This design comes from an exercise in tuning for small area, a short achievable clock period and few clock cycles per item on the open sky130 flow, not from production work. Function was checked by simulation only, so behaviour that the tests miss may differ from the original. No activity file was given, so power comes from the tool's default toggle rates.

Design rpa_pkt, start of the top module:
module rpa_pkt #(
    parameter N = 128,     
    parameter B = 5000     
) (
    input             clk,
    input             rst,
    input             p_req_valid,
    output            p_req_ready,
    input      [31:0] p_req_data,
    output reg        p_rsp_valid,
    output reg [2:0]  p_rsp_status,
    input             c_req_valid,
    output reg        c_req_ready,
    input      [31:0] c_req_data,
    output reg        c_rsp_valid,
    output reg [2:0]  c_rsp_status,
    output reg        tx_enable,
    input             tx_ready,
    output            tx_send,
    output reg [7:0]  tx_data,
    input             tx_complete,
    input             rx_avail,
    output            rx_take,
    input      [7:0]  rx_data,
    input      [7:0]  ts_in
);
Size: ~5200 flip-flops, roughly 110 I/O pins, about 0.12 sq mm of cells after synthesis.
==> flow/config.mk <==
export PLATFORM = sky130hd
export DESIGN_NAME = rpa_pkt
export DESIGN_NICKNAME = rpa_pkt
export VERILOG_FILES = /design/flow/design.v
export SDC_FILE = /design/flow/constraint.sdc
export NUM_CORES = 4
export LEC_CHECK = 0
export ABC_CLOCK_PERIOD_IN_PS = 4000
export CAP_MARGIN = 20
export CORE_MARGIN = 2
export CORE_UTILIZATION = 70
export CTS_BUF_LIST = sky130_fd_sc_hd__clkbuf_16
export CTS_CLUSTER_DIAMETER = 80
export CTS_CLUSTER_SIZE = 30
export SLEW_MARGIN = 20
export SYNTH_MEMORY_MAX_BITS = 8192
==> flow/constraint.sdc <==
create_clock -name core_clock -period 10.0 [get_ports {clk}]
set_input_delay 2.0000 -clock core_clock [delete_from_list [all_inputs] [get_ports {clk}]]
set_output_delay 2.0000 -clock core_clock [all_outputs]
set_load 0.01 [all_outputs]
standard.sh (not shown) runs the stock make flow with config.mk's settings and CLKGATE_MAP_FILE= SYNTH_SCRIPT=/design/flow/synth_recipe.tcl, a recipe that flattens the netlist after the stock synthesis.
==> flow/flow/run.sh <==
#!/bin/bash
# Standard synthesis unchanged, then the standard layout with a larger
# setup slack margin for the timing repair after CTS and global routing.
set -euo pipefail
MARGIN=${MARGIN:-5.6}
bash standard.sh synth > synth.log 2>&1
sed "s/CLKGATE_MAP_FILE= /CLKGATE_MAP_FILE= SETUP_SLACK_MARGIN=$MARGIN /" standard.sh > standard_margin.sh
bash standard_margin.sh finish > layout.log 2>&1
Testbench counts at the start, summed over its fixed seeds: cycles 13,955, items 1,920.
==> next run, changes <==
--- a/flow/flow/run.sh
+++ b/flow/flow/run.sh
@@ -1,5 +1,6 @@
 #!/bin/bash
 # Standard synthesis unchanged, then the standard layout with a larger
-# setup slack margin for the timing repair after CTS and global routing.
+# setup slack margin for the timing repair after CTS and global routing
+# and gate sizing not limited to the same cell footprint.
 set -euo pipefail
 MARGIN=${MARGIN:-5.6}
CORE_UTILIZATION = 60   (was 70)
Synthesized cell count is unchanged. Critical path depth stays the same. Sequential share of layout area decreases by 0.40 points. Final cell count increases by about 3.6%. Wire length decreases by 2.1%.

---

run A:
Another version of the RTL of rpa_pkt (not shown whole).
Size in the first run: ~110 I/O pins, ~120,000 sq um of cells after synthesis.
==> flow/config.mk <==
export PLATFORM = sky130hd
export DESIGN_NAME = rpa_pkt
export DESIGN_NICKNAME = rpa_pkt
export VERILOG_FILES = /design/flow/design.v
export SDC_FILE = /design/flow/constraint.sdc
export NUM_CORES = 4
export LEC_CHECK = 0
export ABC_CLOCK_PERIOD_IN_PS = 4000
export CAP_MARGIN = 20
export CORE_MARGIN = 2
export CORE_UTILIZATION = 60
export CTS_BUF_LIST = sky130_fd_sc_hd__clkbuf_16
export CTS_CLUSTER_DIAMETER = 80
export CTS_CLUSTER_SIZE = 30
export SLEW_MARGIN = 20
export SYNTH_MEMORY_MAX_BITS = 8192
==> flow/constraint.sdc <==
create_clock -name core_clock -period 10.0 [get_ports {clk}]
set_input_delay 2.0000 -clock core_clock [delete_from_list [all_inputs] [get_ports {clk}]]
set_output_delay 2.0000 -clock core_clock [all_outputs]
set_load 0.01 [all_outputs]
==> flow/flow/run.sh <==
#!/bin/bash
# Standard synthesis unchanged, then the standard layout with a larger
# setup slack margin for the timing repair after CTS and global routing,
# and gate sizing not limited to the same cell footprint.
set -euo pipefail
MARGIN=${MARGIN:-5.8}
bash standard.sh synth > synth.log 2>&1
sed "s/CLKGATE_MAP_FILE= /CLKGATE_MAP_FILE= SETUP_SLACK_MARGIN=$MARGIN MATCH_CELL_FOOTPRINT=0 /" standard.sh > standard_margin.sh
bash standard_margin.sh finish > layout.log 2>&1
Looking at the reports, run A completed the entire flow and the layout it produced met the timing, design-rule and antenna checks.
Testbench counts of run A, summed over its fixed seeds: cycles 13,806, items 1,920.
The inputs of run B differ from those of run A as listed below.
==> flow/flow/run.sh <==
#!/bin/bash
# Standard synthesis unchanged, then the standard layout with a larger
# setup slack margin for the timing repair after CTS and global routing.
set -euo pipefail
MARGIN=${MARGIN:-6.2}
bash standard.sh synth > synth.log 2>&1
sed "s/CLKGATE_MAP_FILE= /CLKGATE_MAP_FILE= SETUP_SLACK_MARGIN=$MARGIN /" standard.sh > standard_margin.sh
bash standard_margin.sh finish > layout.log 2>&1
--- outcome ---
Although it ran to completion, run B produced a layout that fails the final checks because of capacitance limit, slew limit. Going from run A to run B, clock power increased about 0.4%, register-to-register slack has increased, initial antenna violation count lower, final cell count without fillers rose by about 0.54%, wire length reported by the detailed router now larger. On total power, run B and run A are neck and neck. Measured against each other, run B and run A differ in global-route usage, the higher figure coming from run B. Status: final critical path time including I/O delays and setup parity (run A, run B). Against run A, static leakage power in run B came out worse. Later-pin clock latency in the skew report of run A is on par with run B. The count of fill cells added during filler insertion of run B falls short of that of run A by about 0.55%.
Changes in run C relative to run B:
Settings: setting SETUP_SLACK_MARGIN to 5 for the first time.
==> flow/run.sh (new file) <==
#!/bin/bash
# synth_recipe.tcl (not shown) runs the flow's synth.tcl, then flattens the netlist and writes it again
# the make line also repeats each setting of config.mk as NAME=value (left out here)
make -C /OpenROAD-flow-scripts/flow DESIGN_CONFIG=/design/flow/config.mk WORK_HOME=/design/flow/orfs CLKGATE_MAP_FILE= SYNTH_SCRIPT=/design/flow/synth_recipe.tcl finish
removed: flow/flow/run.sh
removed: flow/standard.sh
Results
Run C finished every step from synthesis to the final layout, and the layout passed the timing, design-rule and antenna checks. [compare] base=run B new=run C: netlist area before placement held, highest net fanout along the worst path up 5, minimum clock period grew by 0.28 ns. For critical path depth, run C and run B come out practically identical. Area growth from synthesis to layout (lower): run C. Met2 track utilization from global routing: run B and run C compared, higher one is run B.

## re-timing with driven ports
No port has a modelled driver above. Below, the same layouts with a new extraction and two added sets of constraints.
Step 1 (the two cells are an assumption about what drives the block):
set clk [get_ports {clk}]
set_driving_cell -lib_cell sky130_fd_sc_hd__clkbuf_16 $clk
set_driving_cell -lib_cell sky130_fd_sc_hd__buf_2 [delete_from_list [all_inputs] $clk]
Step 2 adds t to the input delays and takes it off the output delays; t is the mean of the earliest and latest rising clock arrival at the registers after step 1. Input paths then give back, and output paths get back, about the clock's delay inside the block.
Three values: ideal, step 1, step 2; two values: the first two.
run | t (ns) | setup slack, ns | hold slack, ns | slew at the worst register clock pin (ns) | worst slew at a driven data input, ns
the first run of note 1 | 0.920 | 5.316 / 5.243 / 4.804 | 0.306 / 0.306 / 0.306 | 0.11 / 0.11 | 0.23
the second run of note 1 | 0.927 | 5.322 / 5.259 / 4.744 | 0.317 / 0.317 / 0.317 | 0.11 / 0.11 | 0.09
run A | 0.930 | 5.316 / 5.187 / 4.725 | 0.313 / 0.313 / 0.313 | 0.11 / 0.11 | 0.20
run B | 0.940 | 5.316 / 5.238 / 5.123 | 0.316 / 0.316 / 0.316 | 0.11 / 0.11 | 0.13
run C | 0.931 | 5.031 / 4.951 / 4.184 | 0.313 / 0.313 / 0.313 | 0.11 / 0.11 | 0.16
The setup slack of run C, which loses most, moves by -0.080 ns with the drivers and by -0.847 ns with both steps.
